This design comes from an exercise in tuning for small area, a short achievable clock period and few clock cycles on the open sky130 flow, not from production work.
No run shown here included a check of the RTL's function; only the layout flow was run.
No driver is modelled on the clock port, so clocking that relies on it looks cheaper here than on a real chip.
Power figures rest on the tool's default switching activity, not on a simulated workload.

==> flow/design.v <==
`timescale 1ns/1ps
module cc1_codec (
    input  wire        clk,
    input  wire        rst,           
    input  wire        cmd_valid,
    input  wire [31:0] cmd,
    output wire        ready,
    input  wire [7:0]  buf_we,
    input  wire [63:0] buf_wdata,
    input  wire [8:0]  arg_we,
    input  wire [71:0] arg_wdata,
    output wire [63:0] buf_q,
    output wire [71:0] arg_q,
    output wire [71:0] out_q,
    output wire [7:0]  res,
    output wire [7:0]  status
);
    localparam [7:0] TYPE_A = 8'h21, TYPE_P = 8'h3F, TYPE_R = 8'h2A;
    reg [7:0] buf_r [0:7];            
    reg [7:0] arg_r [0:8];
    reg [7:0] out0, out1, out2;       
    reg [5:0] out3;                   
    reg       out4, out5, out6;       
    reg [7:0] res_r;
    reg       ill_r;
    reg [7:0] a_hc1, a_hc2;
    reg [7:0] p_hc1, p_hc2;
    reg [6:0] p_rp1;                  
    reg [1:0] p_lc;
    reg [3:0] p_lt;
    reg [1:0] p_lf;
    reg [7:0] r_hc1, r_hc2;
    reg [5:0] r_rh1;                  
    reg [7:0] r_tp1, r_tr1;           
    reg [5:0] r_al;
    reg       r_s, r_w, r_sy;
    assign ready = 1'b1;
    genvar gi;
    generate
        for (gi = 0; gi < 8; gi = gi + 1) begin : g_bufq
            assign buf_q[8*gi +: 8] = buf_r[gi];
        end
        for (gi = 0; gi < 9; gi = gi + 1) begin : g_argq
            assign arg_q[8*gi +: 8] = arg_r[gi];
        end
    endgenerate
    assign out_q  = {8'd0, 8'd0, 7'd0, out6, 7'd0, out5, 7'd0, out4,
                     2'd0, out3, out2, out1, out0};
    assign res    = res_r;
    assign status = {7'd0, ill_r};
    wire       c_ill, c_crc, c_enc, c_enc_ck, c_decl8, c_getf_p, c_getf_r;
    wire [2:0] c_make, c_dec, c_valid, c_gethc, c_var;
    cc1_cmd_dec u_dec (
        .cmd_valid(cmd_valid), .cmd(cmd),
        .ill(c_ill), .crc(c_crc), .make(c_make), .enc(c_enc), .enc_ck(c_enc_ck),
        .dec(c_dec), .decl8(c_decl8), .valid(c_valid), .gethc(c_gethc),
        .getf_p(c_getf_p), .getf_r(c_getf_r), .var1h(c_var)
    );
    wire c_make_any  = |c_make;
    wire c_dec_any   = |c_dec;
    wire c_valid_any = |c_valid;
    wire c_gethc_any = |c_gethc;
    wire [6:0] mk_rp1;
    wire [1:0] mk_lc, mk_lf;
    wire [3:0] mk_lt;
    wire [5:0] mk_rh1, mk_al;
    wire [7:0] mk_tp1, mk_tr1;
    wire       mk_s, mk_w, mk_sy, mk_valid;
    cc1_make u_make (
        .a0(arg_r[0]), .a1(arg_r[1]), .a2(arg_r[2]), .a3(arg_r[3]), .a4(arg_r[4]),
        .a5(arg_r[5]), .a6(arg_r[6]), .a7(arg_r[7]), .a8(arg_r[8]),
        .rp1(mk_rp1), .lc(mk_lc), .lt(mk_lt), .lf(mk_lf), .rh1(mk_rh1),
        .tp1(mk_tp1), .tr1(mk_tr1), .al(mk_al), .s(mk_s), .w(mk_w), .sy(mk_sy),
        .valid(mk_valid)
    );
    wire [7:0] pe3 = {1'b0, p_rp1};
    wire [7:0] pe4 = {p_lf, p_lt, p_lc};
    wire [7:0] re3 = {r_w, r_s, r_rh1};
    wire [7:0] re4 = r_tp1;
    wire [7:0] re5 = r_tr1;
    wire [7:0] re6 = {r_sy, r_al, 1'b0};
    wire [7:0] enc_p [0:6];
    assign enc_p[0] = c_var[0] ? TYPE_A : c_var[1] ? TYPE_P : TYPE_R;
    assign enc_p[1] = c_var[0] ? a_hc1  : c_var[1] ? p_hc1  : r_hc1;
    assign enc_p[2] = c_var[0] ? a_hc2  : c_var[1] ? p_hc2  : r_hc2;
    assign enc_p[3] = c_var[0] ? 8'h01  : c_var[1] ? pe3    : re3;
    assign enc_p[4] = c_var[0] ? 8'h01  : c_var[1] ? pe4    : re4;
    assign enc_p[5] = c_var[2] ? re5 : 8'h01;
    assign enc_p[6] = c_var[2] ? re6 : 8'h01;
    wire [7:0] crcv_a, crcv_p, crcv_r;
    cc1_enc_crc u_ecrc (
        .a_hc1(a_hc1), .a_hc2(a_hc2), .p_hc1(p_hc1), .p_hc2(p_hc2), .pe3(pe3), .pe4(pe4),
        .r_hc1(r_hc1), .r_hc2(r_hc2), .re3(re3), .re4(re4), .re5(re5), .re6(re6),
        .crcv_a(crcv_a), .crcv_p(crcv_p), .crcv_r(crcv_r)
    );
    wire [7:0] enc_crc = c_var[0] ? crcv_a : c_var[1] ? crcv_p : crcv_r;
    wire [7:0] buf_crc;
    wire       fr_a, fr_p, fr_r;
    cc1_frame_chk u_chk (
        .b0(buf_r[0]), .b1(buf_r[1]), .b2(buf_r[2]), .b3(buf_r[3]),
        .b4(buf_r[4]), .b5(buf_r[5]), .b6(buf_r[6]), .b7(buf_r[7]),
        .crcv(buf_crc), .fr_a(fr_a), .fr_p(fr_p), .fr_r(fr_r)
    );
    wire buf0_nz = (buf_r[0] != 8'h00);
    wire dec_pass = c_decl8 && ((c_dec[0] && fr_a) || (c_dec[1] && fr_p) || (c_dec[2] && fr_r));
    wire ok_a = c_dec[0] && c_decl8 && fr_a && !rst;
    wire ok_p = c_dec[1] && c_decl8 && fr_p && !rst;
    wire ok_r = c_dec[2] && c_decl8 && fr_r && !rst;
    wire [15:0] a_hc_o = (rst || c_dec[0]) ? 16'hFFFF : c_make[0] ? {arg_r[1], arg_r[0]} : {a_hc2, a_hc1};
    wire [15:0] p_hc_o = (rst || c_dec[1]) ? 16'hFFFF : c_make[1] ? {arg_r[1], arg_r[0]} : {p_hc2, p_hc1};
    wire [15:0] r_hc_o = (rst || c_dec[2]) ? 16'hFFFF : c_make[2] ? {arg_r[1], arg_r[0]} : {r_hc2, r_hc1};
    wire [15:0] a_hc_d, p_hc_d, r_hc_d;
    cc1_mux #(16) u_ahc (.sel(ok_a), .a({buf_r[2], buf_r[1]}), .b(a_hc_o), .y(a_hc_d));
    cc1_mux #(16) u_phc (.sel(ok_p), .a({buf_r[2], buf_r[1]}), .b(p_hc_o), .y(p_hc_d));
    cc1_mux #(16) u_rhc (.sel(ok_r), .a({buf_r[2], buf_r[1]}), .b(r_hc_o), .y(r_hc_d));
    wire [14:0] p_f_q  = {p_rp1, p_lc, p_lt, p_lf};
    wire [14:0] p_f_o  = rst ? {7'd1, 2'd0, 4'd1, 2'd1}
                       : c_make[1] ? {mk_rp1, mk_lc, mk_lt, mk_lf} : p_f_q;
    wire [14:0] p_f_b  = {buf_r[3][6:0], buf_r[4][1:0], buf_r[4][5:2], buf_r[4][7:6]};
    wire [14:0] p_f_d;
    cc1_mux #(15) u_pf (.sel(ok_p), .a(p_f_b), .b(p_f_o), .y(p_f_d));
    wire [30:0] r_f_q  = {r_rh1, r_tp1, r_tr1, r_al, r_s, r_w, r_sy};
    wire [30:0] r_f_o  = rst ? {6'd1, 8'd1, 8'd1, 6'd1, 1'b0, 1'b0, 1'b0}
                       : c_make[2] ? {mk_rh1, mk_tp1, mk_tr1, mk_al, mk_s, mk_w, mk_sy} : r_f_q;
    wire [30:0] r_f_b  = {buf_r[3][5:0], buf_r[4], buf_r[5], buf_r[6][6:1],
                          buf_r[3][6], buf_r[3][7], buf_r[6][7]};
    wire [30:0] r_f_d;
    cc1_mux #(31) u_rf (.sel(ok_r), .a(r_f_b), .b(r_f_o), .y(r_f_d));
    always @(posedge clk) begin
        {a_hc2, a_hc1} <= a_hc_d;
        {p_hc2, p_hc1} <= p_hc_d;
        {r_hc2, r_hc1} <= r_hc_d;
        {p_rp1, p_lc, p_lt, p_lf} <= p_f_d;
        {r_rh1, r_tp1, r_tr1, r_al, r_s, r_w, r_sy} <= r_f_d;
    end
    wire [7:0] sel_hc1 = c_var[0] ? a_hc1 : c_var[1] ? p_hc1 : r_hc1;
    wire [7:0] sel_hc2 = c_var[0] ? a_hc2 : c_var[1] ? p_hc2 : r_hc2;
    wire       val_a = (a_hc1 != 8'hFF) && (a_hc2 != 8'hFF);
    wire       val_p = (p_hc1 != 8'hFF) && (p_hc2 != 8'hFF);
    wire       val_r = (r_hc1 != 8'hFF) && (r_hc2 != 8'hFF);
    wire       sel_valid = c_var[0] ? val_a : c_var[1] ? val_p : val_r;
    wire [7:0] res_n = ({8{c_crc && buf0_nz}} & buf_crc)
                     | {4'd0, c_enc_ck || dec_pass, c_getf_p || c_getf_r || (c_enc && !c_enc_ck),
                        c_gethc_any || c_getf_r || (c_enc && !c_enc_ck),
                        (c_make_any && mk_valid) || (c_valid_any && sel_valid) ||
                        c_getf_r || (c_enc && !c_enc_ck)};
    wire [6:0] p_rp = p_rp1 - 7'd1;
    wire [5:0] r_rh = r_rh1 - 6'd1;
    integer i;
    always @(posedge clk) begin
        if (rst) begin
            res_r <= 8'h00;
            ill_r <= 1'b0;
            for (i = 0; i < 9; i = i + 1)
                arg_r[i] <= 8'h00;
            out0 <= 8'h00; out1 <= 8'h00; out2 <= 8'h00; out3 <= 6'd0;
            out4 <= 1'b0;  out5 <= 1'b0;  out6 <= 1'b0;
        end else begin
            for (i = 0; i < 9; i = i + 1)
                if (arg_we[i]) arg_r[i] <= arg_wdata[8*i +: 8];
            if (cmd_valid) res_r <= res_n;
            if (c_ill) ill_r <= 1'b1;
            if (c_gethc_any) begin
                out0 <= sel_hc1;
                out1 <= sel_hc2;
            end
            if (c_getf_p) begin
                out0 <= {1'b0, p_rp};
                out1 <= {6'd0, p_lc};
                out2 <= {4'd0, p_lt};
                out3 <= {4'd0, p_lf};
            end
            if (c_getf_r) begin
                out0 <= {2'd0, r_rh};
                out1 <= r_tp1 - 8'd1;
                out2 <= r_tr1 - 8'd1;
                out3 <= r_al;
                out4 <= r_s;
                out5 <= r_w;
                out6 <= r_sy;
            end
        end
    end
    always @(posedge clk) begin
        if (!rst) begin
            for (i = 0; i < 7; i = i + 1)
                if (buf_we[i]) buf_r[i] <= buf_wdata[8*i +: 8];
                else if (c_enc) buf_r[i] <= enc_p[i];
            if (buf_we[7]) buf_r[7] <= buf_wdata[63:56];
            else if (c_enc_ck) buf_r[7] <= enc_crc;
        end
    end
endmodule
module cc1_cmd_dec (
    input  wire        cmd_valid,
    input  wire [31:0] cmd,
    output wire        ill,
    output wire        crc,
    output wire [2:0]  make,
    output wire        enc,
    output wire        enc_ck,
    output wire [2:0]  dec,
    output wire        decl8,
    output wire [2:0]  valid,
    output wire [2:0]  gethc,
    output wire        getf_p,
    output wire        getf_r,
    output wire [2:0]  var1h
);
    wire [7:0] op     = cmd[7:0];
    wire [7:0] len    = cmd[15:8];
    wire       ck     = cmd[16];
    wire       nb     = cmd[17];
    wire       hdr    = cmd_valid && (cmd[31:18] == 14'd0);
    wire       lo     = (op[3:2] == 2'd0);
    wire [2:0] v1h    = {lo && (op[1:0] == 2'd2), lo && (op[1:0] == 2'd1), lo && (op[1:0] == 2'd0)};
    wire       c1     = (op[7:4] == 4'h1);
    wire       c2     = (op[7:4] == 4'h2);
    wire       c3     = (op[7:4] == 4'h3);
    wire       c4     = (op[7:4] == 4'h4);
    wire       c5     = (op[7:4] == 4'h5);
    wire       c6     = (op[7:4] == 4'h6);
    wire       len7   = !nb && (len >= 8'd7);
    wire       len8   = !nb && (len >= 8'd8);
    assign var1h  = {!op[1] ? 1'b0 : !op[0], !op[1] && op[0], !op[1] && !op[0]};
    assign crc    = hdr && (op == 8'h01) && len7;
    assign make   = {3{hdr && c1}} & v1h;
    wire   enc_any = hdr && c2 && (v1h != 3'd0);
    assign enc    = enc_any && len7 && (!ck || len8);
    assign enc_ck = enc_any && ck && len8;
    assign dec    = {3{hdr && c3}} & v1h;
    assign decl8  = len8;
    assign valid  = {3{hdr && c4}} & v1h;
    assign gethc  = {3{hdr && c5}} & v1h;
    assign getf_p = hdr && c6 && v1h[1];
    assign getf_r = hdr && c6 && v1h[2];
    wire   legal  = (hdr && (op == 8'h01)) || (hdr && (c1 || c2 || c3 || c4 || c5) && (v1h != 3'd0))
                 || getf_p || getf_r;
    assign ill    = cmd_valid && !legal;
endmodule
module cc1_make (
    input  wire [7:0] a0, a1, a2, a3, a4, a5, a6, a7, a8,
    output wire [6:0] rp1,
    output wire [1:0] lc,
    output wire [3:0] lt,
    output wire [1:0] lf,
    output wire [5:0] rh1,
    output wire [7:0] tp1,
    output wire [7:0] tr1,
    output wire [5:0] al,
    output wire       s, w, sy, valid
);
    wire [6:0] inc2    = a2[6:0] + 7'd1;        
    wire       a5_zero = (a5 == 8'd0);
    assign rp1 = (a2 > 8'd100) ? 7'd101 : inc2;
    assign lc  = a3[1:0];
    assign lt  = (a4 < 8'd1) ? 4'd1 : (a4 > 8'd15) ? 4'd15 : a4[3:0];
    assign lf  = a5_zero ? 2'd1 : (a5 > 8'd3) ? 2'd3 : a5[1:0];
    assign rh1 = (a2 > 8'd50) ? 6'd51 : inc2[5:0];
    assign tp1 = (a3 > 8'd199) ? 8'd200 : a3 + 8'd1;
    assign tr1 = (a4 > 8'd199) ? 8'd200 : a4 + 8'd1;
    assign al  = a5_zero ? 6'd1 : (a5 > 8'd62) ? 6'd62 : a5[5:0];
    assign s   = (a6 != 8'd0);
    assign w   = (a7 != 8'd0);
    assign sy  = (a8 != 8'd0);
    assign valid = (a0 != 8'hFF) && (a1 != 8'hFF);
endmodule
module cc1_enc_crc (
    input  wire [7:0] a_hc1, a_hc2,
    input  wire [7:0] p_hc1, p_hc2, pe3, pe4,
    input  wire [7:0] r_hc1, r_hc2, re3, re4, re5, re6,
    output wire [7:0] crcv_a, crcv_p, crcv_r
);
    wire [6:0] crc_a, crc_p, crc_r;
    wire ca_t0 = a_hc1[7] ^ a_hc2[1];
    wire ca_t1 = a_hc1[3] ^ ca_t0;
    wire ca_t2 = a_hc2[0] ^ a_hc2[7];
    wire ca_t3 = a_hc2[3] ^ ca_t1;
    wire ca_t4 = a_hc2[2] ^ a_hc2[6];
    wire ca_t5 = a_hc1[7] ^ a_hc2[0];
    wire ca_t6 = a_hc1[6] ^ a_hc2[4];
    wire ca_t7 = a_hc1[4] ^ a_hc2[5];
    wire ca_t8 = a_hc1[2] ^ a_hc1[5];
    wire ca_t9 = a_hc1[0] ^ a_hc1[1];
    wire ca_t10 = ca_t7 ^ ca_t9;
    wire ca_u11 = a_hc1[3] ^ a_hc1[4];
    wire ca_u12 = ca_t4 ^ ca_t5;
    wire ca_u13 = ca_u11 ^ ca_u12;
    assign crc_a[0] = ca_u13;   
    wire ca_u14 = a_hc1[5] ^ ca_t2;
    wire ca_u15 = ca_t4 ^ ca_u14;
    wire ca_u16 = ca_t3 ^ ca_u15;
    assign crc_a[1] = ca_u16;   
    wire ca_u17 = a_hc1[0] ^ a_hc2[6];
    wire ca_u18 = ca_t2 ^ ca_t6;
    wire ca_u19 = ca_u17 ^ ca_u18;
    wire ca_u20 = ca_t3 ^ ca_u19;
    assign crc_a[2] = ca_u20;   
    wire ca_u21 = a_hc2[2] ^ a_hc2[4];
    wire ca_u22 = ca_t0 ^ ca_t2;
    wire ca_u23 = ca_u21 ^ ca_t10;
    wire ca_u24 = ca_u22 ^ ca_u23;
    assign crc_a[3] = ca_u24;   
    wire ca_u25 = ca_t8 ^ ca_t10;
    wire ca_u26 = ca_t3 ^ ca_u25;
    assign crc_a[4] = ~ca_u26;   
    wire ca_u27 = a_hc1[1] ^ ca_t5;
    wire ca_u28 = ca_t6 ^ ca_t8;
    wire ca_u29 = ca_u27 ^ ca_u28;
    assign crc_a[5] = ca_u29;   
    wire ca_u30 = a_hc1[2] ^ a_hc1[6];
    wire ca_u31 = a_hc2[5] ^ ca_u30;
    wire ca_u32 = ca_t1 ^ ca_u31;
    assign crc_a[6] = ~ca_u32;   
    wire cp_t0 = p_hc1[7] ^ pe4[7];
    wire cp_t1 = pe3[0] ^ pe3[1];
    wire cp_t2 = p_hc2[1] ^ pe3[2];
    wire cp_t3 = p_hc1[3] ^ pe4[2];
    wire cp_t4 = cp_t0 ^ p_hc2[0];
    wire cp_t5 = cp_t3 ^ pe4[3];
    wire cp_t6 = cp_t2 ^ pe3[7];
    wire cp_t7 = cp_t1 ^ p_hc2[4];
    wire cp_t8 = cp_t4 ^ p_hc2[7];
    wire cp_t9 = pe4[4] ^ pe4[6];
    wire cp_t10 = pe4[1] ^ pe4[5];
    wire cp_t11 = pe3[5] ^ pe4[0];
    wire cp_t12 = p_hc2[6] ^ pe3[6];
    wire cp_t13 = p_hc2[5] ^ pe3[4];
    wire cp_t14 = p_hc2[2] ^ pe3[3];
    wire cp_t15 = p_hc1[6] ^ p_hc1[7];
    wire cp_t16 = p_hc1[5] ^ p_hc2[3];
    wire cp_t17 = p_hc1[1] ^ p_hc1[4];
    wire cp_t18 = cp_t9 ^ p_hc1[0];
    wire cp_t19 = cp_t15 ^ p_hc1[2];
    wire cp_t20 = cp_t6 ^ cp_t7;
    wire cp_t21 = cp_t13 ^ cp_t5;
    wire cp_t22 = cp_t20 ^ cp_t8;
    wire cp_u23 = p_hc1[4] ^ p_hc2[6];
    wire cp_u24 = pe3[2] ^ pe4[4];
    wire cp_u25 = cp_t11 ^ cp_t14;
    wire cp_u26 = cp_u23 ^ cp_u24;
    wire cp_u27 = cp_t4 ^ cp_t5;
    wire cp_u28 = cp_u25 ^ cp_u26;
    wire cp_u29 = cp_u27 ^ cp_u28;
    assign crc_p[0] = ~cp_u29;   
    wire cp_u30 = p_hc2[2] ^ pe3[0];
    wire cp_u31 = pe3[4] ^ pe3[5];
    wire cp_u32 = cp_t10 ^ cp_t12;
    wire cp_u33 = cp_t16 ^ cp_t2;
    wire cp_u34 = cp_t3 ^ cp_u30;
    wire cp_u35 = cp_u31 ^ cp_u32;
    wire cp_u36 = cp_u33 ^ cp_u34;
    wire cp_u37 = cp_t8 ^ cp_u35;
    wire cp_u38 = cp_u36 ^ cp_u37;
    assign crc_p[1] = ~cp_u38;   
    wire cp_u39 = p_hc1[3] ^ p_hc1[6];
    wire cp_u40 = p_hc2[3] ^ cp_t12;
    wire cp_u41 = cp_u39 ^ cp_t18;
    wire cp_u42 = cp_u40 ^ cp_u41;
    wire cp_u43 = cp_t22 ^ cp_u42;
    assign crc_p[2] = cp_u43;   
    wire cp_u44 = p_hc1[0] ^ p_hc2[5];
    wire cp_u45 = pe4[5] ^ cp_t14;
    wire cp_u46 = cp_t17 ^ cp_u44;
    wire cp_u47 = cp_u45 ^ cp_u46;
    wire cp_u48 = cp_u47 ^ cp_t22;
    assign crc_p[3] = cp_u48;   
    wire cp_u49 = p_hc1[2] ^ p_hc2[1];
    wire cp_u50 = cp_t0 ^ cp_t1;
    wire cp_u51 = cp_t11 ^ cp_t16;
    wire cp_u52 = cp_t17 ^ cp_u49;
    wire cp_u53 = cp_t18 ^ cp_u50;
    wire cp_u54 = cp_u51 ^ cp_u52;
    wire cp_u55 = cp_t21 ^ cp_u53;
    wire cp_u56 = cp_u54 ^ cp_u55;
    assign crc_p[4] = ~cp_u56;   
    wire cp_u57 = p_hc1[1] ^ p_hc1[5];
    wire cp_u58 = p_hc2[0] ^ pe3[3];
    wire cp_u59 = pe3[6] ^ pe4[0];
    wire cp_u60 = pe4[2] ^ cp_t10;
    wire cp_u61 = cp_u57 ^ cp_u58;
    wire cp_u62 = cp_u59 ^ cp_t19;
    wire cp_u63 = cp_t7 ^ cp_u60;
    wire cp_u64 = cp_u61 ^ cp_u62;
    wire cp_u65 = cp_u63 ^ cp_u64;
    assign crc_p[5] = cp_u65;   
    wire cp_u66 = pe3[1] ^ pe4[1];
    wire cp_u67 = pe4[6] ^ cp_u66;
    wire cp_u68 = cp_t19 ^ cp_t6;
    wire cp_u69 = cp_u67 ^ cp_t21;
    wire cp_u70 = cp_u68 ^ cp_u69;
    assign crc_p[6] = ~cp_u70;   
    wire cr_t0 = r_hc1[7] ^ re6[5];
    wire cr_t1 = re6[1] ^ re6[2];
    wire cr_t2 = re6[0] ^ re6[4];
    wire cr_t3 = re5[3] ^ re5[6];
    wire cr_t4 = re4[7] ^ re5[5];
    wire cr_t5 = re4[2] ^ re5[2];
    wire cr_t6 = re3[0] ^ re3[1];
    wire cr_t7 = r_hc2[1] ^ re3[2];
    wire cr_t8 = cr_t0 ^ r_hc1[3];
    wire cr_t9 = r_hc2[0] ^ re6[6];
    wire cr_t10 = cr_t7 ^ re3[7];
    wire cr_t11 = cr_t6 ^ re5[0];
    wire cr_t12 = cr_t5 ^ re6[3];
    wire cr_t13 = cr_t4 ^ re4[4];
    wire cr_t14 = cr_t3 ^ re5[1];
    wire cr_t15 = cr_t2 ^ re4[0];
    wire cr_t16 = cr_t1 ^ re4[5];
    wire cr_t17 = cr_t8 ^ re5[4];
    wire cr_t18 = re4[3] ^ re5[7];
    wire cr_t19 = re3[6] ^ re4[1];
    wire cr_t20 = re3[5] ^ re6[7];
    wire cr_t21 = re3[4] ^ re4[6];
    wire cr_t22 = r_hc2[6] ^ r_hc2[7];
    wire cr_t23 = r_hc2[4] ^ re3[3];
    wire cr_t24 = r_hc1[7] ^ r_hc2[0];
    wire cr_t25 = r_hc1[5] ^ r_hc2[3];
    wire cr_t26 = r_hc1[4] ^ r_hc2[5];
    wire cr_t27 = r_hc1[2] ^ r_hc1[6];
    wire cr_t28 = r_hc1[0] ^ r_hc1[1];
    wire cr_t29 = cr_t9 ^ r_hc2[2];
    wire cr_t30 = cr_t26 ^ cr_t28;
    wire cr_t31 = cr_t20 ^ cr_t25;
    wire cr_t32 = cr_t19 ^ cr_t24;
    wire cr_t33 = cr_t16 ^ cr_t32;
    wire cr_t34 = cr_t14 ^ cr_t27;
    wire cr_t35 = cr_t13 ^ cr_t15;
    wire cr_t36 = cr_t12 ^ cr_t18;
    wire cr_t37 = cr_t17 ^ cr_t36;
    wire cr_u38 = r_hc1[4] ^ r_hc2[6];
    wire cr_u39 = re3[2] ^ re3[3];
    wire cr_u40 = re3[5] ^ re5[3];
    wire cr_u41 = re6[2] ^ cr_u38;
    wire cr_u42 = cr_u39 ^ cr_u40;
    wire cr_u43 = cr_t29 ^ cr_u41;
    wire cr_u44 = cr_u42 ^ cr_t35;
    wire cr_u45 = cr_u43 ^ cr_t37;
    wire cr_u46 = cr_u44 ^ cr_u45;
    assign crc_r[0] = ~cr_u46;   
    wire cr_u47 = r_hc1[3] ^ r_hc2[2];
    wire cr_u48 = re3[0] ^ re3[4];
    wire cr_u49 = re4[7] ^ re5[6];
    wire cr_u50 = re5[7] ^ re6[0];
    wire cr_u51 = cr_t22 ^ cr_t5;
    wire cr_u52 = cr_t7 ^ cr_u47;
    wire cr_u53 = cr_u48 ^ cr_u49;
    wire cr_u54 = cr_u50 ^ cr_t31;
    wire cr_u55 = cr_u51 ^ cr_u52;
    wire cr_u56 = cr_u53 ^ cr_t33;
    wire cr_u57 = cr_u54 ^ cr_u55;
    wire cr_u58 = cr_u56 ^ cr_u57;
    assign crc_r[1] = cr_u58;   
    wire cr_u59 = r_hc1[0] ^ r_hc1[6];
    wire cr_u60 = r_hc2[3] ^ r_hc2[4];
    wire cr_u61 = re3[6] ^ re4[6];
    wire cr_u62 = re5[2] ^ re6[1];
    wire cr_u63 = cr_t2 ^ cr_t22;
    wire cr_u64 = cr_t9 ^ cr_u59;
    wire cr_u65 = cr_u60 ^ cr_u61;
    wire cr_u66 = cr_u62 ^ cr_t10;
    wire cr_u67 = cr_t11 ^ cr_t13;
    wire cr_u68 = cr_u63 ^ cr_u64;
    wire cr_u69 = cr_u65 ^ cr_t17;
    wire cr_u70 = cr_u66 ^ cr_u67;
    wire cr_u71 = cr_u68 ^ cr_u69;
    wire cr_u72 = cr_u70 ^ cr_u71;
    assign crc_r[2] = ~cr_u72;   
    wire cr_u73 = r_hc2[7] ^ re6[7];
    wire cr_u74 = cr_t0 ^ cr_t23;
    wire cr_u75 = cr_t4 ^ cr_t6;
    wire cr_u76 = cr_u73 ^ cr_t10;
    wire cr_u77 = cr_t14 ^ cr_t16;
    wire cr_u78 = cr_t29 ^ cr_t30;
    wire cr_u79 = cr_u74 ^ cr_u75;
    wire cr_u80 = cr_u76 ^ cr_u77;
    wire cr_u81 = cr_u78 ^ cr_u79;
    wire cr_u82 = cr_u80 ^ cr_u81;
    assign crc_r[3] = ~cr_u82;   
    wire cr_u83 = r_hc1[2] ^ r_hc2[1];
    wire cr_u84 = re4[2] ^ re4[3];
    wire cr_u85 = cr_t21 ^ cr_t3;
    wire cr_u86 = cr_u83 ^ cr_u84;
    wire cr_u87 = cr_t11 ^ cr_t30;
    wire cr_u88 = cr_t31 ^ cr_t8;
    wire cr_u89 = cr_u85 ^ cr_u86;
    wire cr_u90 = cr_t35 ^ cr_u87;
    wire cr_u91 = cr_u88 ^ cr_u89;
    wire cr_u92 = cr_u90 ^ cr_u91;
    assign crc_r[4] = cr_u92;   
    wire cr_u93 = r_hc1[1] ^ r_hc1[5];
    wire cr_u94 = re5[5] ^ cr_t23;
    wire cr_u95 = cr_u93 ^ cr_t11;
    wire cr_u96 = cr_t12 ^ cr_t15;
    wire cr_u97 = cr_u94 ^ cr_t33;
    wire cr_u98 = cr_t34 ^ cr_u95;
    wire cr_u99 = cr_u96 ^ cr_u97;
    wire cr_u100 = cr_u98 ^ cr_u99;
    assign crc_r[5] = cr_u100;   
    wire cr_u101 = r_hc2[5] ^ re3[1];
    wire cr_u102 = re4[1] ^ re6[4];
    wire cr_u103 = cr_t1 ^ cr_t21;
    wire cr_u104 = cr_u101 ^ cr_u102;
    wire cr_u105 = cr_t10 ^ cr_u103;
    wire cr_u106 = cr_u104 ^ cr_t34;
    wire cr_u107 = cr_u105 ^ cr_t37;
    wire cr_u108 = cr_u106 ^ cr_u107;
    assign crc_r[6] = cr_u108;   
    assign crcv_a = (crc_a == 7'd0) ? 8'h80 : {1'b0, crc_a};
    assign crcv_p = (crc_p == 7'd0) ? 8'h80 : {1'b0, crc_p};
    assign crcv_r = (crc_r == 7'd0) ? 8'h80 : {1'b0, crc_r};
endmodule
module cc1_frame_chk (
    input  wire [7:0] b0, b1, b2, b3, b4, b5, b6, b7,
    output wire [7:0] crcv,
    output wire       fr_a, fr_p, fr_r
);
    localparam [7:0] TYPE_A = 8'h21, TYPE_P = 8'h3F, TYPE_R = 8'h2A;
    wire [7:0] cb0 = b0, cb1 = b1, cb2 = b2, cb3 = b3, cb4 = b4, cb5 = b5, cb6 = b6;
    wire [6:0] crc_b;
    wire cb_t0 = cb0[6] ^ cb1[7];
    wire cb_t1 = cb0[2] ^ cb1[3];
    wire cb_t2 = cb_t0 ^ cb_t1;
    wire cb_t3 = cb6[4] ^ cb6[5];
    wire cb_t4 = cb6[1] ^ cb6[2];
    wire cb_t5 = cb5[5] ^ cb6[0];
    wire cb_t6 = cb5[3] ^ cb5[6];
    wire cb_t7 = cb4[2] ^ cb5[2];
    wire cb_t8 = cb3[2] ^ cb4[7];
    wire cb_t9 = cb3[0] ^ cb3[1];
    wire cb_t10 = cb2[0] ^ cb_t8;
    wire cb_t11 = cb_t2 ^ cb_t3;
    wire cb_t12 = cb2[1] ^ cb6[7];
    wire cb_t13 = cb0[5] ^ cb1[6];
    wire cb_t14 = cb0[4] ^ cb1[5];
    wire cb_t15 = cb0[3] ^ cb1[4];
    wire cb_t16 = cb0[1] ^ cb1[2];
    wire cb_t17 = cb0[0] ^ cb1[1];
    wire cb_t18 = cb_t6 ^ cb_t9;
    wire cb_t19 = cb_t4 ^ cb_t7;
    wire cb_t20 = cb5[0] ^ cb_t5;
    wire cb_t21 = cb_t17 ^ cb_t18;
    wire cb_t22 = cb6[6] ^ cb_t10;
    wire cb_t23 = cb4[1] ^ cb_t19;
    wire cb_t24 = cb5[4] ^ cb_t11;
    wire cb_t25 = cb5[7] ^ cb6[3];
    wire cb_t26 = cb4[5] ^ cb5[1];
    wire cb_t27 = cb4[4] ^ cb4[6];
    wire cb_t28 = cb4[0] ^ cb4[3];
    wire cb_t29 = cb3[4] ^ cb3[5];
    wire cb_t30 = cb2[7] ^ cb3[7];
    wire cb_t31 = cb2[6] ^ cb3[6];
    wire cb_t32 = cb2[4] ^ cb3[3];
    wire cb_t33 = cb1[0] ^ cb2[5];
    wire cb_t34 = cb_t26 ^ cb_t32;
    wire cb_t35 = cb_t15 ^ cb_t33;
    wire cb_t36 = cb_t14 ^ cb_t29;
    wire cb_t37 = cb_t13 ^ cb_t16;
    wire cb_t38 = cb2[3] ^ cb_t31;
    wire cb_t39 = cb2[2] ^ cb_t12;
    wire cb_t40 = cb_t20 ^ cb_t27;
    wire cb_t41 = cb_t0 ^ cb_t34;
    wire cb_t42 = cb_t23 ^ cb_t37;
    wire cb_t43 = cb_t22 ^ cb_t30;
    wire cb_t44 = cb_t21 ^ cb_t41;
    wire cb_t45 = cb_t24 ^ cb_t25;
    wire cb_u46 = cb2[2] ^ cb2[6];
    wire cb_u47 = cb3[3] ^ cb3[5];
    wire cb_u48 = cb4[4] ^ cb5[3];
    wire cb_u49 = cb6[2] ^ cb_t15;
    wire cb_u50 = cb_t28 ^ cb_t5;
    wire cb_u51 = cb_t7 ^ cb_u46;
    wire cb_u52 = cb_u47 ^ cb_u48;
    wire cb_u53 = cb_u49 ^ cb_u50;
    wire cb_u54 = cb_u51 ^ cb_u52;
    wire cb_u55 = cb_t22 ^ cb_u53;
    wire cb_u56 = cb_u54 ^ cb_u55;
    wire cb_u57 = cb_t45 ^ cb_u56;
    assign crc_b[0] = cb_u57;   
    wire cb_u58 = cb2[7] ^ cb3[0];
    wire cb_u59 = cb4[5] ^ cb5[6];
    wire cb_u60 = cb5[7] ^ cb6[0];
    wire cb_u61 = cb_u58 ^ cb_u59;
    wire cb_u62 = cb_u60 ^ cb_t10;
    wire cb_u63 = cb_t2 ^ cb_t36;
    wire cb_u64 = cb_t38 ^ cb_t39;
    wire cb_u65 = cb_u61 ^ cb_t23;
    wire cb_u66 = cb_u62 ^ cb_u63;
    wire cb_u67 = cb_u64 ^ cb_u65;
    wire cb_u68 = cb_u66 ^ cb_u67;
    assign crc_b[1] = cb_u68;   
    wire cb_u69 = cb1[0] ^ cb2[1];
    wire cb_u70 = cb2[4] ^ cb5[2];
    wire cb_u71 = cb6[1] ^ cb_t13;
    wire cb_u72 = cb_t9 ^ cb_u69;
    wire cb_u73 = cb_u70 ^ cb_t38;
    wire cb_u74 = cb_u71 ^ cb_u72;
    wire cb_u75 = cb_t40 ^ cb_u73;
    wire cb_u76 = cb_u74 ^ cb_t24;
    wire cb_u77 = cb_t43 ^ cb_u75;
    wire cb_u78 = cb_u76 ^ cb_u77;
    assign crc_b[2] = cb_u78;   
    wire cb_u79 = cb5[5] ^ cb6[5];
    wire cb_u80 = cb_t4 ^ cb_u79;
    wire cb_u81 = cb_t35 ^ cb_t39;
    wire cb_u82 = cb_u80 ^ cb_u81;
    wire cb_u83 = cb_t43 ^ cb_t44;
    wire cb_u84 = cb_u82 ^ cb_u83;
    assign crc_b[3] = cb_u84;   
    wire cb_u85 = cb2[3] ^ cb4[2];
    wire cb_u86 = cb4[7] ^ cb_t12;
    wire cb_u87 = cb_t16 ^ cb_t28;
    wire cb_u88 = cb_u85 ^ cb_t35;
    wire cb_u89 = cb_t36 ^ cb_u86;
    wire cb_u90 = cb_u87 ^ cb_t11;
    wire cb_u91 = cb_t21 ^ cb_t40;
    wire cb_u92 = cb_u88 ^ cb_u89;
    wire cb_u93 = cb_u90 ^ cb_u91;
    wire cb_u94 = cb_u92 ^ cb_u93;
    assign crc_b[4] = cb_u94;   
    wire cb_u95 = cb2[0] ^ cb3[6];
    wire cb_u96 = cb4[0] ^ cb6[3];
    wire cb_u97 = cb6[4] ^ cb_t14;
    wire cb_u98 = cb_u95 ^ cb_u96;
    wire cb_u99 = cb_t20 ^ cb_u97;
    wire cb_u100 = cb_u98 ^ cb_u99;
    wire cb_u101 = cb_t42 ^ cb_t44;
    wire cb_u102 = cb_u100 ^ cb_u101;
    assign crc_b[5] = cb_u102;   
    wire cb_u103 = cb2[1] ^ cb2[5];
    wire cb_u104 = cb3[1] ^ cb3[2];
    wire cb_u105 = cb3[4] ^ cb3[7];
    wire cb_u106 = cb4[3] ^ cb4[6];
    wire cb_u107 = cb5[1] ^ cb_t6;
    wire cb_u108 = cb_u103 ^ cb_u104;
    wire cb_u109 = cb_u105 ^ cb_u106;
    wire cb_u110 = cb_u107 ^ cb_u108;
    wire cb_u111 = cb_u109 ^ cb_u110;
    wire cb_u112 = cb_t42 ^ cb_u111;
    wire cb_u113 = cb_t45 ^ cb_u112;
    assign crc_b[6] = cb_u113;   
    assign crcv = (crc_b == 7'd0) ? 8'h80 : {1'b0, crc_b};
    wire b7_form = b7[7] ? (b7[6:0] == 7'd0) : (b7[6:0] != 7'd0);
    wire crc_ok  = b7_form && ((crc_b ^ b7[6:0]) == 7'd0);
    wire [5:0] rhs = b3[5:0];
    wire [5:0] al  = b6[6:1];
    wire chk_a = (b0 == TYPE_A) && (b3 == 8'h01);
    wire chk_p = (b0 == TYPE_P)
              && (b3 != 8'h00) && (b3 <= 8'd101)
              && (b4[7:6] != 2'd0) && (b4[5:2] != 4'd0)
              && (b5 == 8'h01);
    wire chk_r = (b0 == TYPE_R)
              && (rhs != 6'd0) && (rhs <= 6'd51)
              && (b4 != 8'h00) && (b4 <= 8'd200)
              && (b5 != 8'h00) && (b5 <= 8'd200)
              && (al != 6'd0) && (al != 6'h3F);
    assign fr_a = chk_a && crc_ok;
    assign fr_p = chk_p && crc_ok;
    assign fr_r = chk_r && crc_ok;
endmodule
module cc1_mux #(parameter W = 8) (
    input  wire         sel,
    input  wire [W-1:0] a,
    input  wire [W-1:0] b,
    output wire [W-1:0] y
);
    assign y = sel ? a : b;
endmodule
==> flow/flow/run.sh <==
#!/bin/bash
# ORFS layout via the standard.sh, in stages:
#  - port buffers from sky130_fd_sc_hd__buf_1 instead of the default cell;
#  - the three-input XOR/XNOR cells added to the platform's DONT_USE_CELLS,
#    so the CRC networks map to faster two-input XORs;
#  - synthesis, floorplan and placement with the default setup margin;
#  - CTS and global routing with timing repair aiming for the setup margin in
#    flow/margin.txt, followed by a power (area) recovery pass after CTS
#    (flow/post_cts.tcl).
# Each make invocation logs to its own file here; ORFS keeps per-step logs
# under orfs/logs.
set -euo pipefail
export BUFFER_PORTS_ARGS="-buffer_cell sky130_fd_sc_hd__buf_1"
base=$(make -s -C "$FLOW_HOME" DESIGN_CONFIG="$PWD/config.mk" WORK_HOME="$PWD/orfs" print-DONT_USE_CELLS 2> make_print.log | sed -n 's/^DONT_USE_CELLS: //p')
du="DONT_USE_CELLS=$base sky130_fd_sc_hd__xor3_1 sky130_fd_sc_hd__xor3_2 sky130_fd_sc_hd__xor3_4 sky130_fd_sc_hd__xnor3_1 sky130_fd_sc_hd__xnor3_2 sky130_fd_sc_hd__xnor3_4"
echo "$du" > dont_use.txt
bash standard.sh synth "$du" > make_synth.log 2>&1
bash standard.sh floorplan "$du" > make_floorplan.log 2>&1
bash standard.sh place "$du" > make_place.log 2>&1
export SETUP_SLACK_MARGIN=$(cat flow/margin.txt)
export POST_CTS_TCL=$PWD/flow/post_cts.tcl
bash standard.sh finish "$du" > make_finish.log 2>&1
==> flow/flow/margin.txt <==
6.5
==> flow/flow/post_cts.tcl <==
# Area recovery after CTS timing repair: downsize cells off the critical
# paths while keeping the setup margin that the repair aimed for.
estimate_parasitics -placement
repair_timing -recover_power 100 -setup_margin $::env(SETUP_SLACK_MARGIN) -verbose
detailed_placement
check_placement -verbose
report_design_area
==> flow/standard.sh <==
#!/bin/bash
# synth_recipe.tcl (not shown) runs the flow's synth.tcl, then flattens the netlist and writes it again
# the make line also repeats each setting of config.mk as NAME=value (left out here)
make -C /OpenROAD-flow-scripts/flow DESIGN_CONFIG=/design/flow/config.mk WORK_HOME=/design/flow/orfs CLKGATE_MAP_FILE= SYNTH_SCRIPT=/design/flow/synth_recipe.tcl "${@:-finish}"
==> flow/config.mk <==
export PLATFORM = sky130hd
export DESIGN_NAME = cc1_codec
export DESIGN_NICKNAME = cc1_codec
export VERILOG_FILES = /design/flow/design.v
export SDC_FILE = /design/flow/constraint.sdc
export NUM_CORES = 4
export LEC_CHECK = 0
export CAP_MARGIN = 20
export CORE_MARGIN = 2
export CORE_UTILIZATION = 40
export PLACE_DENSITY = 0.6
export SLEW_MARGIN = 20
export SYNTH_HIERARCHICAL = 1
export SYNTH_MINIMUM_KEEP_SIZE = 0
==> flow/constraint.sdc <==
create_clock -name core_clock -period 10.0 [get_ports {clk}]
set_input_delay 2.0000 -clock core_clock [delete_from_list [all_inputs] [get_ports {clk}]]
set_output_delay 2.0000 -clock core_clock [all_outputs]
set_load 0.01 [all_outputs]
==> results of run 1 <==
[cell usage after synthesis (5+ instances only)]
| library cell | count |
|---|---|
| xnor2_1 | 294 |
| nor2_1 | 231 |
| dfxtp_1 | 208 |
| mux2i_1 | 204 |
| nand2_1 | 162 |
| mux2_2 | 67 |
| edfxtp_1 | 64 |
| o21ai_0 | 63 |
| buf_4 | 58 |
| a21oi_1 | 49 |
| xor2_1 | 43 |
| mux2_4 | 40 |
| clkbuf_1 | 38 |
| inv_1 | 34 |
| nor3_1 | 31 |
| nand3_1 | 25 |
| nand4_1 | 23 |
| nor4_1 | 21 |
| buf_1 | 19 |
| a211oi_1 | 17 |
| buf_2 | 17 |
| ha_1 | 17 |
| xnor2_2 | 15 |
| nand2b_1 | 12 |
| nor2b_1 | 11 |
| buf_6 | 10 |
| nor3b_1 | 10 |
| or3_1 | 8 |
| and3_1 | 7 |
| a22oi_1 | 6 |
| nor4b_1 | 5 |
[through the flow]
step | cell area, sq um | utilization (%) | total power, W | std cells
after floorplan | 18070 | - | 0.001677 | 1947
after global placement | 19440 | 43.97 | 0.001830 | 2775
after detailed placement | 19440 | 43.97 | 0.001834 | 2775
after global routing | 23110 | 52.26 | 0.003311 | 2955
final | 23110 | 52.26 | 0.003200 | 2956
[power breakdown]
group	switching, W	internal (W)	leakage, nW
combinational	0.000371	0.000318	5.73
clock	0.000515	0.000764	0.557
sequential	0.0000689	0.00116	2.27
total	0.000955	0.00225	8.57
[per-module statistics from Yosys, one instance, submodules excluded, excerpt]
module | copies in the design | flops+latches | cells inside | area (sq um)
cc1_make | 1 | 0 | 120 | 777.0
cc1_frame_chk | 1 | 0 | 192 | 1570
cc1_codec | 1 | 272 | 1214 | 11950
cc1_cmd_dec | 1 | 0 | 60 | 345.3
cc1_enc_crc | 1 | 0 | 208 | 1882
[cell families (layout without fill, tap and decap cells)]
kind of cell | Yosys count | in the layout | synth area share, %
compound gates | 189 | 189 | 6.986
xor+xnor | 353 | 353 | 17.95
fa+ha+maj | 17 | 17 | 1.189
buf+inv | 181 | 597 | 5.916
flops | 272 | 272 | 34.01
mux | 311 | 311 | 18.99
other cells | 2 | 51 | 0.04197
simple gates | 574 | 574 | 14.92
[layout make-up]
type / instances / area (sq um)
multi-input combinational: 1494 / 11870
tap: 592 / 740.7
fill: 4026 / 21110
sequential: 272 / 6086
clock inverter: 13 / 167.7
timing repair buffer: 501 / 3136
inverter: 35 / 138.9
clock buffer: 48 / 974.7
antenna: 1 / 2.502
[layer usage]
layer	routed length (microns)	vias to the layer above	part of all wire [%]
met4	2867	0	4.1
li1	-	7329	-
met3	6669	154	9.5
met2	32270	870	46
met1	28460	7799	41
met5	0	-	0
[critical path, stage by stage (launching register included)]
cell and delay (ns):
edfxtp_1 0.54, inv_2 0.10, ha_4 0.28, xnor2_4 0.13, xnor2_2 0.16, xnor2_2 0.24, xnor2_2 0.18, buf_4 0.17
xnor2_2 0.12, xnor2_1 0.15, nand4_1 0.12, buf_4 0.18, nor4_2 0.20, nand2_1 0.17, nor2_4 0.18, buf_8 0.18
clkbuf_16 0.20, mux2_4 0.31
[path summary, 6_finish.rpt]
| check | slack [ns] | cells past startpoint | endpoint | start |
|---|---|---|---|---|
| setup / recovery | 6.25 | 17 | r_rh1[0]$_DFF_P_ | buf_r[3][0]$_DFFE_PP_ |
| hold / removal | 0.47 | 2 | res_r[7]$_SDFFE_PP0P_ | res_r[7]$_SDFFE_PP0P_ |
| setup reg to reg | 6.25 | 17 | r_rh1[0]$_DFF_P_ | buf_r[3][0]$_DFFE_PP_ |
| hold reg to reg | 0.47 | 2 | res_r[7]$_SDFFE_PP0P_ | res_r[7]$_SDFFE_PP0P_ |
==> flow_metrics.tcl, run 1 <==
set metrics [dict create \
    status "complete, no violations" \
    synth_area_leaders "dfxtp_1, xnor2_1, mux2i_1" \
    ir_drop_uv 103.5 \
    place_hpwl_microns 47610 \
    grt.total_usage_pct 28.15 \
    gp_congestion 0.9247 \
    largestRegisters "arg_r: 72 flops, buf_r: 64 flops" \
    grt_pass1_wl_microns 97890 \
    tns_ns 0 \
    use_met1_pct 36.21 \
    netlist_instances 1899 \
    placement.io_buffers 365 \
    skew_ns 0.02414 \
    coreArea_sq_um 44220 \
    max_freq_ghz 0.2667 \
    final_common_cell "buf_1" \
    async_flop_share_pct 0 \
    synth.yosys.warnings 11 \
    yosys_register_bits 272 \
    cts_tree "built" \
    whs_ns 0.4690 \
    cp_max_fo 7 \
    worstSetupEndpointType "flop" \
    synth_edf_count 64 \
    ys_seq_area_share_pct 34.01 \
    die_w_microns 215.5 \
    max_cap_viol_count 0 \
    grt_util_met3_pct 7.512 \
    largest_reg_flops 72 \
    clkLatencyLatePin_ns 0.55 \
    yosysTopAreaCell "dfxtp_1" \
    setup_viol 0 \
    clock-sinks 272 \
    final_hold_viol_count 0 \
    hold_path.class "reg2reg" \
    busiest_layer "met2" \
    maxSlewViolCount 0 \
    post-route-period-util_pct 37.49 \
    grt_pass1_vias 15258 \
    setup_ws_ns 6.251 \
    die_area_sq_um 46440 \
    start_kind "flop" \
    ant_nets 0 \
    rsz0062_at_grt "yes" \
    syn_avg_cell_area_sq_um 9.422 \
    leakage_nw 8.567 \
    final_cell_mix "buf_1, xnor2_1, dfxtp_1" \
    met2_usage_pct 44.53 \
    fin_nets 2543 \
    wirelength_microns 70260 \
    synth_top_area_share_pct 23.27 \
    antenna_found_initial 0 \
    num_vias 16152 \
    drt_iter0_markers 1495 \
    synth_area_sq_um 17890 \
    grt_max_degree 63 \
    criticalPathCategory "reg2reg" \
    path_clk_slew_ns 0.06 \
    die_h_microns 215.5 \
    routedWlPerCell_microns 23.77 \
    synth_ff_type "dfxtp_1" \
    start_util_pct 40.46 \
    min_period_ns 3.749 \
    ios 413 \
    drc 0 \
    powerDensity_nw_per_um2 138.5 \
    row_count 77 \
    largest_register "arg_r" \
    vias_per_cell 5.464 \
    worst_slew_pin_slew_ns 0.7424 \
    first_pass_iters 5 \
    grt_remaining_overflow 0 \
    max_slew_margin_pct 50.45 \
    arrival_ns 4.19 \
    required_ns 10.44 \
    syn_to_final_growth_pct 29.18 \
    place_ws_ns 4.547 \
    synth_cell_types 77 \
    drive_gt1_share_pct 18.96 \
]
==> run 2, diff against run 1 <==
--- a/flow/design.v
+++ b/flow/design.v
@@ -94,13 +94,41 @@
         .crcv_a(crcv_a), .crcv_p(crcv_p), .crcv_r(crcv_r)
     );
     wire [7:0] enc_crc = c_var[0] ? crcv_a : c_var[1] ? crcv_p : crcv_r;
-    wire [7:0] buf_crc;
-    wire       fr_a, fr_p, fr_r;
+    reg  [7:0] crc_r;
+    reg        frok_a, frok_p, frok_r;
+    wire [7:0] m_byte [0:7];
+    generate
+        for (gi = 0; gi < 8; gi = gi + 1) begin : g_merge
+            assign m_byte[gi] = buf_we[gi] ? buf_wdata[8*gi +: 8] : buf_r[gi];
+        end
+    endgenerate
+    wire [7:0] m_crc;
+    wire       m_fr_a, m_fr_p, m_fr_r;
     cc1_frame_chk u_chk (
-        .b0(buf_r[0]), .b1(buf_r[1]), .b2(buf_r[2]), .b3(buf_r[3]),
-        .b4(buf_r[4]), .b5(buf_r[5]), .b6(buf_r[6]), .b7(buf_r[7]),
-        .crcv(buf_crc), .fr_a(fr_a), .fr_p(fr_p), .fr_r(fr_r)
+        .b0(m_byte[0]), .b1(m_byte[1]), .b2(m_byte[2]), .b3(m_byte[3]),
+        .b4(m_byte[4]), .b5(m_byte[5]), .b6(m_byte[6]), .b7(m_byte[7]),
+        .crcv(m_crc), .fr_a(m_fr_a), .fr_p(m_fr_p), .fr_r(m_fr_r)
     );
+    wire       eq_a = (buf_r[7] == crcv_a);
+    wire       eq_p = (buf_r[7] == crcv_p);
+    wire       eq_r = (buf_r[7] == crcv_r);
+    always @(posedge clk) begin
+        if (!rst) begin
+            if (buf_we != 8'd0) begin
+                crc_r  <= m_crc;
+                frok_a <= m_fr_a;
+                frok_p <= m_fr_p;
+                frok_r <= m_fr_r;
+            end else if (c_enc) begin
+                crc_r  <= enc_crc;
+                frok_a <= c_var[0] && (c_enc_ck || eq_a);
+                frok_p <= c_var[1] && (c_enc_ck || eq_p);
+                frok_r <= c_var[2] && (c_enc_ck || eq_r);
+            end
+        end
+    end
+    wire [7:0] buf_crc = crc_r;
+    wire       fr_a = frok_a, fr_p = frok_p, fr_r = frok_r;
     wire buf0_nz = (buf_r[0] != 8'h00);
     wire dec_pass = c_decl8 && ((c_dec[0] && fr_a) || (c_dec[1] && fr_p) || (c_dec[2] && fr_r));
     wire ok_a = c_dec[0] && c_decl8 && fr_a && !rst;
==> run 2 against run 1 <==
Against the previous run: still clean on timing, DRC and antenna; core utilization rose by 1.3 points; non-clock buffer count is 35 higher; final cell count up 8.0%; sequential power rose by 7%; sequential cell count is 11 higher; synthesized cell count increased by 9.9%; critical path depth is 3 lower; largest cell class unchanged.
==> flow_metrics.tcl, run 2 <==
set metrics [dict create \
    max_cap_viol_count 0 \
    synth.yosys.warnings 11 \
    final_hold_viol_count 0 \
    required_ns 10.44 \
    die_h_microns 223.3 \
    worst_slew_pin_slew_ns 0.7721 \
    final_cell_mix "buf_1, xnor2_1, nor2_1" \
    syn_avg_cell_area_sq_um 9.221 \
    die_w_microns 223.3 \
    synth.most_common_cell "xnor2_1" \
    critPathBufInv 2 \
    routedWlPerCell_microns 26.27 \
    synth_cell_types 76 \
    setup_viol 0 \
    powerDensity_nw_per_um2 148.4 \
    fin_nets 2756 \
    post-route-period-util_pct 42.53 \
    row_count 80 \
    fill_cells 4296 \
    slowest_stage "nor4_2" \
    rsz0062_at_grt "yes" \
    finish.utilization_pct 53.61 \
    cp_max_fo 10 \
    criticalPathCategory "in2reg" \
    max_slew_margin_pct 48.16 \
    gp_congestion 0.9778 \
    synth_edf_count 75 \
    final_common_cell "buf_1" \
    place_hpwl_microns 56250 \
    syn_to_final_growth_pct 32.72 \
    cp-startpoint "buf_we[6]" \
    ant_nets 0 \
    coreArea_sq_um 47650 \
    total_power_w 0.003790 \
    netlist_instances 2087 \
    maxSlewViolCount 0 \
    arrival_ns 4.69 \
    hold_path.class "reg2reg" \
    path_clk_slew_ns 0.06 \
    largest_reg_flops 72 \
    first_pass_iters 5 \
    max_freq_ghz 0.2351 \
    drive_gt1_share_pct 21.92 \
    ios 413 \
    ys_seq_area_share_pct 33.34 \
    min_period_ns 4.253 \
    synth_area_sq_um 19240 \
    hp-start "res_r[5]$_SDFFE_PP0P_" \
    grt_max_degree 78 \
    synth_ff_type "dfxtp_1" \
    path_cells "buf_16 > mux2_4 > inv_2 > ha_4 > xnor2_2 > xnor2_2 > xnor2_2 > xor2_1 > xnor2_2 > xnor2_1 > nand4_1 > nor4_2 > nand2_2 > o21ai_2" \
    crit_path_max_incr_delay_ns 0.37 \
    cts_tree "built" \
    antenna_found_initial 1 \
    clock-sinks 283 \
    drc 0 \
    die_area_sq_um 49880 \
    largest_register "arg_r" \
    grt_pass1_vias 17160 \
    crit_family "XOR/XNOR gates" \
    synth_area_leaders "dfxtp_1, xnor2_1, edfxtp_1" \
    async_flop_share_pct 0 \
    ir_drop_uv 153.3 \
    start_util_pct 40.39 \
    start_kind "input pin" \
    setup_ws_ns 5.747 \
    worstSetupEndpointType "flop" \
    leakage_nw 9.612 \
    tns_ns 0 \
    placement.io_buffers 365 \
    clkLatencyLatePin_ns 0.59 \
    synth_commonest_cells "xnor2_1, nor2_1, dfxtp_1" \
    wirelength_microns 83880 \
    synth_top_area_share_pct 21.64 \
    skew_ns 0.03469 \
    grt_remaining_overflow 0 \
    largestRegisters "arg_r: 72 flops, buf_r: 64 flops" \
    status "complete, no violations" \
    grt.total_usage_pct 32.08 \
    num_vias 18245 \
    rr_startpoint "r_hc1[2]$_DFF_P_" \
    vias_per_cell 5.714 \
    yosysTopAreaCell "dfxtp_1" \
    place_ws_ns 4.222 \
    yosys_register_bits 283 \
    drt_iter0_markers 1873 \
    worst_path_most_repeated_cell "xnor2_2" \
    grt_pass1_wl_microns 117100 \
]
run 2: final cells by class:
type / count / area, sq um / share of cell area [%]
clock inverters: 12 / 132.6 / 0.5193
multi-input cells: 1619 / 13110 / 51.32
clock buffers: 51 / 975.9 / 3.821
flip-flops and latches: 283 / 6416 / 25.12
diodes: 1 / 2.502 / 0.009798
repair buffers: 536 / 3849 / 15.07
inverters: 76 / 289.0 / 1.132
well taps: 615 / 769.5 / 3.013
run 2: modules after synthesis, one instance, submodules excluded, excerpt:
| module | cells inside | flip-flops and latches | area (sq um) |
|---|---|---|---|
| cc1_codec | 1396 | 283 | 13290 |
| cc1_enc_crc | 208 | 0 | 1882 |
| cc1_frame_chk | 192 | 0 | 1570 |
| cc1_make | 126 | 0 | 788.3 |
| cc1_cmd_dec | 60 | 0 | 345.3 |
run 2: cells by family (layout without fill, tap and decap cells):
group,count (synthesis),after routing,share of synthesized area (%)
flip-flops,283,283,33.34
AO/OA/AOI/OAI,250,251,8.257
other,2,51,0.03902
adder cells (fa/ha/maj),17,17,1.105
XOR/XNOR,377,377,17.78
AND/OR/NAND/NOR,595,597,14.45
buffers and inverters,236,675,6.443
multiplexers,327,327,18.59
run 2: final timing paths:
| path | end | slack, ns | cells past startpoint |
|---|---|---|---|
| setup / recovery | frok_r$_DFFE_PP_ | 5.75 | 14 |
| hold / removal | res_r[5]$_SDFFE_PP0P_ | 0.47 | 2 |
| setup reg to reg | frok_r$_DFFE_PP_ | 6.44 | 13 |
| hold reg to reg | res_r[5]$_SDFFE_PP0P_ | 0.47 | 2 |
run 2: routing by layer:
layer  track usage [%]  vias to the layer above  share of wire [%]
li1                  -                     8037                  -
met1             41.78                     8913                 40
met2             49.79                     1026                 44
met3             6.717                      269                9.4
met4             17.46                        0                6.8
met5                 0                        -                  0
run 2: tightest hold or removal path: stages, from the launching register on:
cell      delay [ns]
dfxtp_1         0.31
nand2b_1        0.06
a21oi_1         0.05
run 2: through the flow:
step / hold slack (ns) / cells / instance area [sq um]
finish: 0.4667 / 3193 / 25540
floorplan: 0.4416 / 2135 / 19420
global placement: 0.4513 / 2974 / 20820
global route: 0.4949 / 3193 / 25540
detailed placement: 0.4597 / 2975 / 20830
run 2: power by group:
group	switching, W	internal [W]	total [W]
Sequential	0.0000619	0.00125	0.00131
Clock	0.000561	0.000692	0.00125
Combinational	0.000661	0.000561	0.00122
Total	0.00128	0.00251	0.00379
==> run 3, diff against run 2 <==
--- a/flow/design.v
+++ b/flow/design.v
@@ -94,41 +94,13 @@
         .crcv_a(crcv_a), .crcv_p(crcv_p), .crcv_r(crcv_r)
     );
     wire [7:0] enc_crc = c_var[0] ? crcv_a : c_var[1] ? crcv_p : crcv_r;
-    reg  [7:0] crc_r;
-    reg        frok_a, frok_p, frok_r;
-    wire [7:0] m_byte [0:7];
-    generate
-        for (gi = 0; gi < 8; gi = gi + 1) begin : g_merge
-            assign m_byte[gi] = buf_we[gi] ? buf_wdata[8*gi +: 8] : buf_r[gi];
-        end
-    endgenerate
-    wire [7:0] m_crc;
-    wire       m_fr_a, m_fr_p, m_fr_r;
+    wire [7:0] buf_crc;
+    wire       fr_a, fr_p, fr_r;
     cc1_frame_chk u_chk (
-        .b0(m_byte[0]), .b1(m_byte[1]), .b2(m_byte[2]), .b3(m_byte[3]),
-        .b4(m_byte[4]), .b5(m_byte[5]), .b6(m_byte[6]), .b7(m_byte[7]),
-        .crcv(m_crc), .fr_a(m_fr_a), .fr_p(m_fr_p), .fr_r(m_fr_r)
+        .b0(buf_r[0]), .b1(buf_r[1]), .b2(buf_r[2]), .b3(buf_r[3]),
+        .b4(buf_r[4]), .b5(buf_r[5]), .b6(buf_r[6]), .b7(buf_r[7]),
+        .crcv(buf_crc), .fr_a(fr_a), .fr_p(fr_p), .fr_r(fr_r)
     );
-    wire       eq_a = (buf_r[7] == crcv_a);
-    wire       eq_p = (buf_r[7] == crcv_p);
-    wire       eq_r = (buf_r[7] == crcv_r);
-    always @(posedge clk) begin
-        if (!rst) begin
-            if (buf_we != 8'd0) begin
-                crc_r  <= m_crc;
-                frok_a <= m_fr_a;
-                frok_p <= m_fr_p;
-                frok_r <= m_fr_r;
-            end else if (c_enc) begin
-                crc_r  <= enc_crc;
-                frok_a <= c_var[0] && (c_enc_ck || eq_a);
-                frok_p <= c_var[1] && (c_enc_ck || eq_p);
-                frok_r <= c_var[2] && (c_enc_ck || eq_r);
-            end
-        end
-    end
-    wire [7:0] buf_crc = crc_r;
-    wire       fr_a = frok_a, fr_p = frok_p, fr_r = frok_r;
     wire buf0_nz = (buf_r[0] != 8'h00);
     wire dec_pass = c_decl8 && ((c_dec[0] && fr_a) || (c_dec[1] && fr_p) || (c_dec[2] && fr_r));
     wire ok_a = c_dec[0] && c_decl8 && fr_a && !rst;
@@ -163,17 +135,13 @@
     end
     wire [7:0] sel_hc1 = c_var[0] ? a_hc1 : c_var[1] ? p_hc1 : r_hc1;
     wire [7:0] sel_hc2 = c_var[0] ? a_hc2 : c_var[1] ? p_hc2 : r_hc2;
-    wire       val_a = (a_hc1 != 8'hFF) && (a_hc2 != 8'hFF);
-    wire       val_p = (p_hc1 != 8'hFF) && (p_hc2 != 8'hFF);
-    wire       val_r = (r_hc1 != 8'hFF) && (r_hc2 != 8'hFF);
-    wire       sel_valid = c_var[0] ? val_a : c_var[1] ? val_p : val_r;
+    wire       sel_valid = (sel_hc1 != 8'hFF) && (sel_hc2 != 8'hFF);
     wire [7:0] res_n = ({8{c_crc && buf0_nz}} & buf_crc)
                      | {4'd0, c_enc_ck || dec_pass, c_getf_p || c_getf_r || (c_enc && !c_enc_ck),
                         c_gethc_any || c_getf_r || (c_enc && !c_enc_ck),
                         (c_make_any && mk_valid) || (c_valid_any && sel_valid) ||
                         c_getf_r || (c_enc && !c_enc_ck)};
-    wire [6:0] p_rp = p_rp1 - 7'd1;
-    wire [5:0] r_rh = r_rh1 - 6'd1;
+    wire [6:0] rpv1 = c_getf_p ? p_rp1 : {1'b0, r_rh1};
     integer i;
     always @(posedge clk) begin
         if (rst) begin
@@ -192,14 +160,14 @@
                 out0 <= sel_hc1;
                 out1 <= sel_hc2;
             end
+            if (c_getf_p || c_getf_r)
+                out0 <= {1'b0, rpv1 - 7'd1};
             if (c_getf_p) begin
-                out0 <= {1'b0, p_rp};
                 out1 <= {6'd0, p_lc};
                 out2 <= {4'd0, p_lt};
                 out3 <= {4'd0, p_lf};
             end
             if (c_getf_r) begin
-                out0 <= {2'd0, r_rh};
                 out1 <= r_tp1 - 8'd1;
                 out2 <= r_tr1 - 8'd1;
                 out3 <= r_al;
--- a/flow/flow/run.sh
+++ b/flow/flow/run.sh
@@ -5,7 +5,7 @@
 #    so the CRC networks map to faster two-input XORs;
 #  - synthesis, floorplan and placement with the default setup margin;
 #  - CTS and global routing with timing repair aiming for the setup margin in
-#    flow/margin.txt, followed by a power (area) recovery pass after CTS
+#    flow/margin.txt, followed by a power (area) recovery pass after CTS that keeps the worst slack
 #    (flow/post_cts.tcl).
 # Each make invocation logs to its own file here; ORFS keeps per-step logs
 # under orfs/logs.
==> flow/flow/post_cts.tcl (replaced) <==
# Area recovery after CTS timing repair: downsize cells on paths whose setup
# slack is above the worst slack that the repair reached, so the worst path
# is kept and the rest give back area.
estimate_parasitics -placement
set ws [worst_slack -max]
puts "post_cts: worst setup slack $ws"
repair_timing -recover_power 100 -setup_margin [expr {$ws - 0.02}] -verbose
detailed_placement
check_placement -verbose
estimate_parasitics -placement
puts "post_cts: worst setup slack after recovery [worst_slack -max]"
report_design_area
==> run 3 against run 2 <==
Against the previous run: setup slack better by 0.33 ns; die area down 7.1%; still clean; sequential cell count down 11.
==> flow_metrics.tcl, run 3 <==
set metrics [dict create \
    syn_avg_cell_area_sq_um 9.484 \
    drt_iter0_markers 1710 \
    setup_ws_ns 6.077 \
    synth.most_common_cell "xnor2_1" \
    largest_reg_flops 72 \
    largestRegisters "arg_r: 72 flops, buf_r: 64 flops" \
    die_area_sq_um 46350 \
    first_pass_iters 6 \
    wirelength_microns 73080 \
    row_count 77 \
    path_clk_slew_ns 0.06 \
    grt.total_usage_pct 30.02 \
    whs_endpoint "res_r[7]$_SDFFE_PP0P_" \
    die_w_microns 215.3 \
    grt_max_degree 82 \
    setup_viol 0 \
    start_util_pct 40.47 \
    place_ws_ns 4.426 \
    synth.yosys.warnings 11 \
    regArea_sq_um 6086 \
    async_flop_share_pct 0 \
    ios 413 \
    hold_depth 2 \
    finish.utilization_pct 52.74 \
    status "complete, no violations" \
    die_h_microns 215.3 \
    synth_edf_count 64 \
    synth_top_area_share_pct 23.32 \
    fin_nets 2560 \
    ant_nets 0 \
    gp_congestion 0.9764 \
    worstSetupEndpointType "flop" \
    rsz0062_at_grt "yes" \
    tns_ns 0 \
    reg2reg_to "p_hc1[0]$_DFF_P_" \
    fill_cells 4088 \
    synthAdderAreaFrac_pct 1.121 \
    drc 0 \
    max_cap_viol_count 0 \
    total_power_w 0.003326 \
    ys_seq_area_share_pct 34.08 \
    synth-compound-area-share_pct 6.453 \
    ir_drop_uv 112.4 \
    post-route-period-util_pct 39.23 \
    num_vias 16308 \
    clock-sinks 272 \
    synth_area_sq_um 17860 \
    hold_path.class "reg2reg" \
    placement.io_buffers 365 \
    max_slew_margin_pct 38.21 \
    start_kind "input pin" \
    syn_to_final_growth_pct 30.32 \
    clkLatencyLatePin_ns 0.56 \
    maxSlewViolCount 0 \
    powerDensity_nw_per_um2 142.9 \
    hp-start "res_r[7]$_SDFFE_PP0P_" \
    final_cell_mix "buf_1, xnor2_1, dfxtp_1" \
    yosysTopAreaCell "dfxtp_1" \
    criticalPathCategory "in2reg" \
    routedWlPerCell_microns 24.56 \
    synthMuxAreaShare_pct 20.20 \
    multi_input_area_sq_um 11650 \
    rr_worst_depth 17 \
    r2r_setup_slack_ns 6.30 \
    required_ns 10.46 \
    synth_commonest_cells "xnor2_1, nor2_1, dfxtp_1" \
    antenna_found_initial 2 \
    drive_gt1_share_pct 20.03 \
    final_hold_viol_count 0 \
    synthXorXnorAreaFrac_pct 17.79 \
    grt_pass1_vias 15962 \
    vias_per_cell 5.480 \
    worst_slew_pin_slew_ns 0.9269 \
    place_hpwl_microns 48040 \
    cp_max_fo 22 \
    min_period_ns 3.923 \
    synth_top_family_by_area "multiplexers" \
    skew_ns 0.02409 \
    synth_cell_types 74 \
    synth_ff_type "dfxtp_1" \
    rr_startpoint "buf_r[3][1]$_DFFE_PP_" \
    synth_area_leaders "dfxtp_1, xnor2_1, mux2i_1" \
    grt_pass1_wl_microns 103200 \
    final_common_cell "buf_1" \
    largest_register "arg_r" \
    cts_tree "built" \
    whs_ns 0.4757 \
    grt_remaining_overflow 0 \
    max_freq_ghz 0.2549 \
    coreArea_sq_um 44120 \
    leakage_nw 8.642 \
    yosys_register_bits 272 \
    netlist_instances 1883 \
    arrival_ns 4.38 \
    yosys.area_share.simple_pct 14.43 \
]
## run 3: cell count changes after synthesis, moves of 14 or more
| cell | previous run | this run |
|---|---|---|
| o21ai_1 | 66 | 25 |
| nand4_1 | 29 | 11 |
| xnor2_1 | 311 | 287 |
| nand2_1 | 142 | 158 |
| nor2_1 | 246 | 218 |
| mux2_2 | 74 | 60 |
| inv_1 | 75 | 29 |
## run 3: stage by stage
stage                     area (sq um)  std cells
final                            23270       2976
after global routing             23270       2975
after detailed placement         19400       2755
after global placement           19390       2754
after floorplan                  18040       1931
## run 3: routing by layer
layer  vias to the layer above  global-route usage, %  part of all wire [%]
li1                       7340                      -                     -
met1                      7837                  37.19                    39
met2                       917                  48.01                    45
met3                       212                  8.861                    11
met4                         2                  13.86                   4.7
met5                         -                      0                 0.014
## run 3: per-module statistics from Yosys (local to each module, per instance), excerpt
module,flip-flops and latches,cell area (sq um),cells,times used
cc1_enc_crc,0,1882,208,1
cc1_codec,272,11900,1194,1
cc1_frame_chk,0,1570,192,1
cc1_make,0,795.8,124,1
cc1_cmd_dec,0,345.3,60,1
## run 3: worst max-delay path: stages
cell       delay, ns
buf_1           0.09
buf_6           0.11
nor4b_4         0.20
and4_4          0.29
buf_6           0.12
nand2_4         0.05
buf_4           0.16
nor3_2          0.30
clkbuf_2        0.30
buf_4           0.19
bufbuf_16       0.31
a21oi_1         0.08
nor3_1          0.19
## run 3: power by group
part / switching (W) / internal (W) / leakage, nW
registers: 0.0000700 / 0.00116 / 2.27
logic: 0.000409 / 0.000367 / 5.78
clock network: 0.000511 / 0.000806 / 0.587
## run 3: logic make-up (layout without fill, tap and decap cells)
| group | Yosys count | after routing |
|---|---|---|
| muxes | 323 | 323 |
| and+or+nand+nor | 556 | 556 |
| buffers and inverters | 179 | 630 |
| other | 2 | 52 |
| DFF | 272 | 272 |
| adders and majority gates | 16 | 16 |
| AOI/OAI and AO/OA | 186 | 186 |
| xor gates and xnor gates | 349 | 349 |
## run 3: worst max path at each step
stage,start,end,cells after the start
finish,cmd_valid,out1[6]$_SDFFE_PP0P_,13
global route,cmd[24],out0[5]$_SDFFE_PP0P_,12
detailed placement,cmd[0],out0[6]$_SDFFE_PP0P_,12
global placement,cmd[0],out0[6]$_SDFFE_PP0P_,12
floorplan,cmd[7],r_hc2[3]$_DFF_P_,11
## run 3: cell type report
class	instances	share of cell area, %
multi-input cells	1480	50.08
well taps	592	3.183
inverters	30	0.5053
flip-flops and latches	272	26.15
diodes	2	0.02150
clock inverters	12	0.5914
clock buffers	50	4.500
repair buffers	538	14.97

## what the ideal ports hide
Ports are ideal in the flow. The routed layouts listed here were re-timed in OpenROAD.
Step 1 (the two cells are an assumption about what drives the block):
set clk [get_ports {clk}]
set_driving_cell -lib_cell sky130_fd_sc_hd__clkbuf_16 $clk
set_driving_cell -lib_cell sky130_fd_sc_hd__buf_2 [delete_from_list [all_inputs] $clk]
Step 2 times the ports against the registers' clock, not the clock port: input delays grow and output delays shrink by t, the midpoint of the rising clock arrivals with the driver on.
Slacks: no drivers / after step 1 / after step 2; pairs: no drivers / after step 1.
run | t, ns | setup slack, ns | latest minus earliest clock arrival (ns) | worst slew at a driven data input, ns
run 1 | 0.597 | 6.251 / 6.251 / 5.706 | 0.025 / 0.025 | 0.08
run 2 | 0.633 | 5.747 / 5.631 / 4.999 | 0.038 / 0.037 | 0.18
run 3 | 0.604 | 6.077 / 6.100 / 5.496 | 0.028 / 0.028 | 0.09
After both steps every run listed still meets setup and hold. The setup slack of run 2, which loses most, moves by -0.116 ns with the drivers and by -0.748 ns with both steps.
